This design comes from an exercise in tuning for small area and a short achievable clock period on the open sky130 flow, not from production work.
The RTL was checked by simulation tests, not by an equivalence proof against the original design.
Power figures rest on the tool's default switching activity, not on a simulated workload.

## amber
==> flow/design.v <==
module dc_cond (
    input  wire [2:0]  phase,
    input  wire [15:0] win,
    input  wire [9:0]  cnt,
    input  wire [15:0] crc,
    input  wire        prev_e,
    output wire        wp, ws, pf, pl, in_hop,
    output wire        fl0, fl1,       
    output wire        pr0, pr1,       
    output wire        hc0, hc1,       
    output wire        nostart,        
    output wire        stuff_err,      
    output wire        noend,          
    output wire        take,           
    output wire        pf_end,         
    output wire        byte_end,       
    output wire        crc_ok,         
    output wire        cnt_en,         
    output wire [9:0]  cnt_inc,
    output wire [15:0] crc_s
);
    localparam [15:0] CRC_POLY     = 16'h8408;
    localparam [15:0] CRC_RESIDUAL = 16'hF0B8;
    assign wp     = (phase == 3'd2);
    assign ws     = (phase == 3'd3);
    assign pf     = (phase == 3'd4);
    assign pl     = (phase == 3'd5);
    assign in_hop = (phase == 3'd6);
    wire b         = win[8];
    wire stuff_due = &win[7:3];
    wire c7        = (cnt[2:0] == 3'd7);
    wire flag_w = (win[15:9] == 7'b1111110);
    wire pre_w  = (win[15:1] == 15'h5555) & (cnt >= 10'd15);
    wire hop_w  = (cnt >= 10'd5);
    assign fl0 = flag_w & prev_e;
    assign fl1 = flag_w & ~prev_e;
    assign pr0 = pre_w & prev_e;
    assign pr1 = pre_w & ~prev_e;
    assign hc0 = hop_w & (~prev_e == win[15]);
    assign hc1 = hop_w & (prev_e == win[15]);
    assign nostart   = ws & (cnt[3:0] == 4'd15);
    assign stuff_err = pl & stuff_due & b;
    assign take      = pl & ~stuff_due;
    assign noend     = take & (cnt == 10'd1020);
    assign pf_end    = pf & c7;
    assign byte_end  = take & c7;
    assign crc_s     = {1'b0, crc[15:1]} ^ ((b ^ crc[0]) ? CRC_POLY : 16'h0000);
    assign crc_ok    = stuff_due ? (crc == CRC_RESIDUAL) : (crc_s == CRC_RESIDUAL);
    assign cnt_en    = wp | ws | pf | take;
    assign cnt_inc   = cnt + 10'd1;
endmodule
module daisy_core (
    input  wire       clk,
    input  wire       rst,
    input  wire       op_valid,
    input  wire [3:0] op,
    output reg        cmd_ready,
    output reg        rx_active,
    output reg        hop_request,
    output reg        rdata_valid,
    output wire [7:0] rdata,
    output reg        radio_req,
    output wire       radio_channel,
    output reg        sink_byte_valid,
    output wire [7:0] sink_byte,
    output reg        sink_commit,
    output reg        sink_begin,
    output wire       sink_begin_chan
);
    localparam [2:0] PH_OFF      = 3'd0;
    localparam [2:0] PH_WAITPRE  = 3'd2;
    localparam [2:0] PH_WAITSTA  = 3'd3;
    localparam [2:0] PH_PREFETCH = 3'd4;
    localparam [2:0] PH_PAYLOAD  = 3'd5;
    localparam [2:0] PH_HOP      = 3'd6;
    localparam [2:0] ERR_NONE    = 3'd0;
    localparam [2:0] ERR_NOSTART = 3'd1;
    localparam [2:0] ERR_STUFF   = 3'd2;
    localparam [2:0] ERR_NOEND   = 3'd3;
    localparam [2:0] ERR_CRC     = 3'd4;
    reg [2:0]  phase;
    reg [15:0] win;
    reg [9:0]  cnt;
    reg [7:0]  acc;
    reg [15:0] crc;
    reg        prev_e;
    reg        chan;
    reg [2:0]  err;
    reg [5:0]  tag;
    reg [5:0]  rd;
    assign rdata           = {2'b00, rd};
    assign radio_channel   = chan;
    assign sink_begin_chan = chan;
    assign sink_byte       = acc;
    wire        wp, ws, pf, pl, in_hop, fl0, fl1, pr0, pr1, hc0, hc1;
    wire        nostart, stuff_err, noend, take, pf_end, byte_end, crc_ok, cnt_en;
    wire [9:0]  cnt_inc;
    wire [15:0] crc_s;
    dc_cond u_cond (
        .phase(phase), .win(win), .cnt(cnt), .crc(crc), .prev_e(prev_e),
        .wp(wp), .ws(ws), .pf(pf), .pl(pl), .in_hop(in_hop),
        .fl0(fl0), .fl1(fl1), .pr0(pr0), .pr1(pr1), .hc0(hc0), .hc1(hc1),
        .nostart(nostart), .stuff_err(stuff_err), .noend(noend), .take(take),
        .pf_end(pf_end), .byte_end(byte_end), .crc_ok(crc_ok), .cnt_en(cnt_en),
        .cnt_inc(cnt_inc), .crc_s(crc_s)
    );
    wire e      = op[0];
    wire is_bit = op_valid & (op[3:1] == 3'b000);
    wire done   = op_valid & (op == 4'h5) & ~cmd_ready;    
    wire task_  = op_valid & cmd_ready;
    wire start  = task_ & (op == 4'h2);
    wire stop   = task_ & (op == 4'h3);
    wire serv   = task_ & (op == 4'h4) & in_hop;
    wire read   = task_ & (op[3:2] == 2'b10);
    wire takeer = task_ & (op == 4'hB);
    wire radio  = op_valid & (op[3:1] == 3'b001 || op == 4'h4);    
    wire fl  = e ? fl1 : fl0;
    wire pr  = e ? pr1 : pr0;
    wire hc  = e ? hc1 : hc0;
    wire d   = ~(prev_e ^ e);
    wire rs  = (nostart & ~fl) | stuff_err | (pl & fl) | noend;    
    wire clr = rs | (wp & pr) | (ws & fl) | pf_end;               
    reg [2:0] bphase;
    reg [2:0] berr;
    always @* begin
        bphase = phase;
        if (wp & pr)        bphase = PH_WAITSTA;
        else if (wp & hc)   bphase = PH_HOP;
        if (ws & fl)        bphase = PH_PREFETCH;
        if (pf_end)         bphase = PH_PAYLOAD;
        if (rs)             bphase = PH_WAITPRE;
        berr = err;
        if (nostart & ~fl)  berr = ERR_NOSTART;
        if (stuff_err)      berr = ERR_STUFF;
        else if (pl & fl)   berr = crc_ok ? err : ERR_CRC;
        else if (noend)     berr = ERR_NOEND;
    end
    wire [2:0] phase_n = is_bit ? bphase : done ? PH_WAITPRE : stop ? PH_OFF : phase;
    wire       ready_n = done | (cmd_ready & ~(start | serv));
    always @(posedge clk) begin
        if (is_bit) begin
            win    <= {d, win[15:1]};
            prev_e <= e;
        end
        if (is_bit & take) acc <= {win[8], acc[7:1]};
        if (is_bit & (take | pf_end)) crc <= pf_end ? 16'hFFFF : crc_s;
        if ((is_bit & clr) | done)  cnt <= 10'd0;
        else if (is_bit & cnt_en)   cnt <= cnt_inc;
        case (op[1:0])
            2'b00:   rd <= {3'd0, phase};
            2'b01:   rd <= {5'd0, chan};
            2'b10:   rd <= tag;
            default: rd <= {3'd0, err};
        endcase
        if (rst) begin
            phase           <= PH_OFF;
            prev_e          <= 1'b0;
            chan            <= 1'b0;
            err             <= ERR_NONE;
            tag             <= 6'd0;
            cmd_ready       <= 1'b1;
            rx_active       <= 1'b0;
            hop_request     <= 1'b0;
            rdata_valid     <= 1'b0;
            radio_req       <= 1'b0;
            sink_byte_valid <= 1'b0;
            sink_commit     <= 1'b0;
            sink_begin      <= 1'b0;
        end else begin
            phase           <= phase_n;
            chan            <= chan ^ serv;
            if (is_bit)      err <= berr;
            else if (takeer) err <= ERR_NONE;
            if (is_bit & pf_end) tag <= {d, win[15:11]};
            cmd_ready       <= ready_n;
            rx_active       <= done | (rx_active & ~stop);
            hop_request     <= is_bit ? (cmd_ready & (in_hop | (wp & ~pr & hc)))
                                      : (hop_request & ~radio);
            rdata_valid     <= read;
            radio_req       <= start | serv;
            sink_byte_valid <= is_bit & byte_end;
            sink_commit     <= is_bit & ~stuff_err & pl & fl & crc_ok;
            sink_begin      <= (is_bit & rs) | done;
        end
    end
endmodule
export LEC_CHECK = 0
export CAP_MARGIN = 20
export CORE_MARGIN = 2
export CORE_UTILIZATION = 40
export SETUP_SLACK_MARGIN = 1.5
export SLEW_MARGIN = 20
create_clock -name core_clock -period 3.5 [get_ports {clk}]
standard.sh (not shown) runs the stock make flow with config.mk's settings and CLKGATE_MAP_FILE= SYNTH_SCRIPT=/design/flow/synth_recipe.tcl, a recipe that flattens the netlist after the stock synthesis.
==> flow/flow/run.sh <==
#!/bin/bash
# ORFS layout through the standard.sh, with these changes:
#  - synthesis may not use the slow many-input OR / NOR cells (added to the
#    platform's don't-use list);
#  - ports are buffered with buf_1 instead of the smallest buffer the resizer picks;
#  - timing repair may swap a cell for one with another footprint.
# Each tool's output goes to a log file of its own in this folder.
set -euo pipefail
BASE=$(make -s -C "$FLOW_HOME" DESIGN_CONFIG="$PWD/config.mk" WORK_HOME="$PWD/orfs" print-DONT_USE_CELLS 2>/dev/null \
       | sed -n 's/^DONT_USE_CELLS: //p' | tail -1)
SLOW=""
for c in or3_1 or3_2 or3_4 or3b_1 or3b_2 or3b_4 or4_1 or4_2 or4_4 or4b_1 or4b_2 or4b_4 \
         or4bb_1 or4bb_2 or4bb_4 nor4_1 nor4_2 nor4_4 nor4b_1 nor4b_2 nor4b_4 nor4bb_1 nor4bb_2 nor4bb_4; do
  SLOW="$SLOW sky130_fd_sc_hd__$c"
done
echo "DONT_USE_CELLS=$BASE $SLOW" > dont_use.log
bash standard.sh "DONT_USE_CELLS=$BASE $SLOW" synth > synth.log 2>&1
bash standard.sh "DONT_USE_CELLS=$BASE $SLOW" MATCH_CELL_FOOTPRINT=0 \
  "BUFFER_PORTS_ARGS=-buffer_cell sky130_fd_sc_hd__buf_1" finish > layout.log 2>&1
amber: done, clean on timing, DRC and antenna
#### Input delta (juniper over amber)
- swapping 1.5 for 1.7 in SETUP_SLACK_MARGIN
diff --git a/flow/flow/run.sh b/flow/flow/run.sh
--- a/flow/flow/run.sh
+++ b/flow/flow/run.sh
@@ -4,3 +4,3 @@
 #    platform's don't-use list);
-#  - ports are buffered with buf_1 instead of the smallest buffer the resizer picks;
+#  - ports are buffered with buf_4 instead of the smallest buffer the resizer picks;
 #  - timing repair may swap a cell for one with another footprint.
@@ -18,2 +18,2 @@
 bash standard.sh "DONT_USE_CELLS=$BASE $SLOW" MATCH_CELL_FOOTPRINT=0 \
-  "BUFFER_PORTS_ARGS=-buffer_cell sky130_fd_sc_hd__buf_1" finish > layout.log 2>&1
+  "BUFFER_PORTS_ARGS=-buffer_cell sky130_fd_sc_hd__buf_4" finish > layout.log 2>&1
==> notes.md <==
Number of clock-tree buffers in the layout: juniper vs amber up 1. Delta (juniper minus amber): worst setup slack +0.059 ns, share of the final layout cell area in multi-input gates -1.3 points, part of the total power dissipated in the clock network +5.9 points. Reported for juniper and amber, mapped cell area turned out identical to the last digit. Across both runs, setup fix buffers added after clock tree synthesis was higher for juniper than for amber. Re synthesized cell count: no difference whatsoever between juniper and amber. Synthesis-to-layout area growth, juniper and amber: smaller value in amber. Routed wire length deteriorates in juniper relative to amber.
Input changes introduced in indigo (baseline for comparison: juniper):
- swapping 1.7 for 1.6 in SETUP_SLACK_MARGIN
- swapping 40 for 60 in CORE_UTILIZATION
## What came out
Global-route total usage across every layer: indigo higher than juniper
In indigo, worst setup slack is lower than in juniper.
Relative to juniper, clock-buffer cell count increased by 1 in indigo.
Edits applied to the flow inputs when going from indigo to zinc:
- CTS_CLUSTER_SIZE now 30, previously not set
- CORE_UTILIZATION now 40, was 60
Findings:
| sequential share of layout area | zinc vs indigo | 0.47 points higher |. zinc vs. indigo: switching power as a share of total power has increased, via count has decreased, initial antenna violation count has remained practically unchanged. Compared with indigo, zinc shows a global-route usage over all layers that is 7.6 points lower. Average wire length per cell after detail routing (lower): zinc. zinc | status: complete | timing, DRC, antenna: pass.
Changes in yarrow relative to zinc:
- removing CTS_CLUSTER_SIZE (formerly 30)
- changing SETUP_SLACK_MARGIN from 1.6 to 1.7
diff --git a/flow/flow/run.sh b/flow/flow/run.sh
--- a/flow/flow/run.sh
+++ b/flow/flow/run.sh
@@ -2,3 +2,3 @@
 # ORFS layout through the standard.sh, with these changes:
-#  - synthesis may not use the slow many-input OR / NOR cells (added to the
+#  - synthesis may not use the slow many-input OR / NOR, 5-input AOI and MUX2 cells (added to the
 #    platform's don't-use list);
@@ -12,3 +12,3 @@
 for c in or3_1 or3_2 or3_4 or3b_1 or3b_2 or3b_4 or4_1 or4_2 or4_4 or4b_1 or4b_2 or4b_4 \
-         or4bb_1 or4bb_2 or4bb_4 nor4_1 nor4_2 nor4_4 nor4b_1 nor4b_2 nor4b_4 nor4bb_1 nor4bb_2 nor4bb_4; do
+         or4bb_1 or4bb_2 or4bb_4 mux2_1 mux2_2 mux2_4 mux2_8 a2111oi_0 a2111oi_1 a2111oi_2 a2111oi_4 a2111o_1 a2111o_2 a2111o_4 nor4_1 nor4_2 nor4_4 nor4b_1 nor4b_2 nor4b_4 nor4bb_1 nor4bb_2 nor4bb_4; do
   SLOW="$SLOW sky130_fd_sc_hd__$c"
[summary]
The kind of critical path comes out flop to flop in one run and primary input to flop in the other, namely in yarrow and zinc respectively.
yarrow has completed all stages; timing, DRC and antenna checks passed.
yarrow vs. zinc: routed length on met2 went up by 110 µm; setup slack at placement now sits lower; worst-case clock skew barely changed.
Edits applied to the flow inputs when going from yarrow to ember:
- swapping 1.7 for 1.6 in SETUP_SLACK_MARGIN
diff --git a/flow/flow/run.sh b/flow/flow/run.sh
--- a/flow/flow/run.sh
+++ b/flow/flow/run.sh
@@ -12,3 +12,3 @@
 for c in or3_1 or3_2 or3_4 or3b_1 or3b_2 or3b_4 or4_1 or4_2 or4_4 or4b_1 or4b_2 or4b_4 \
-         or4bb_1 or4bb_2 or4bb_4 mux2_1 mux2_2 mux2_4 mux2_8 a2111oi_0 a2111oi_1 a2111oi_2 a2111oi_4 a2111o_1 a2111o_2 a2111o_4 nor4_1 nor4_2 nor4_4 nor4b_1 nor4b_2 nor4b_4 nor4bb_1 nor4bb_2 nor4bb_4; do
+         or4bb_1 or4bb_2 or4bb_4 mux2_1 mux2_2 mux2_4 mux2_8 and4bb_1 and4bb_2 and4bb_4 and4b_1 and4b_2 and4b_4 a2111oi_0 a2111oi_1 a2111oi_2 a2111oi_4 a2111o_1 a2111o_2 a2111o_4 nor4_1 nor4_2 nor4_4 nor4b_1 nor4b_2 nor4b_4 nor4bb_1 nor4bb_2 nor4bb_4; do
   SLOW="$SLOW sky130_fd_sc_hd__$c"
### Flow results
ember vs yarrow — multi-input logic area rose 1.5%.
ember against yarrow: synthesized cell count went up 2; die area went up about 0.9%; total length of routed met3 wires went up about 9%; maximum number of pins on one net before global-route repair went down 9.7%.
Against yarrow, ember comes in 160 µm higher on aggregate routed wire length.
Between yarrow and ember, setup slack after layout is higher for yarrow, ember comes in under that.
Count of endpoints failing hold in the final timing report delta (ember -> yarrow): insignificant

==> port drivers added, routing unchanged <==
No port has a modelled driver above. Below, the same layouts with a new extraction and two added sets of constraints.
Step 1: set_driving_cell puts a clkbuf_16 on clk and a buf_2 on each other input, an assumption about the parent block.
Step 2 adds t to the input delays and takes it off the output delays; t is the mean of the earliest and latest rising clock arrival at the registers after step 1. Input paths then give back, and output paths get back, about the clock's delay inside the block.
Slacks: no drivers / after step 1 / after step 2; pairs: no drivers / after step 1.
run	shift t [ns]	slack for setup (ns)	hold WS [ns]
amber	0.377	1.532 / 1.532 / 1.226	0.440 / 0.440 / 0.440
juniper	0.382	1.590 / 1.574 / 1.192	0.443 / 0.443 / 0.443
indigo	0.384	1.548 / 1.548 / 1.188	0.452 / 0.452 / 0.452
zinc	0.379	1.595 / 1.606 / 1.227	0.436 / 0.436 / 0.436
yarrow	0.387	1.623 / 1.623 / 1.266	0.450 / 0.450 / 0.450
ember	0.384	1.541 / 1.541 / 1.177	0.441 / 0.441 / 0.441
After both steps setup and hold are still met in every run listed. The setup slack of juniper, which loses most, moves by -0.016 ns with the drivers and by -0.398 ns with both steps.
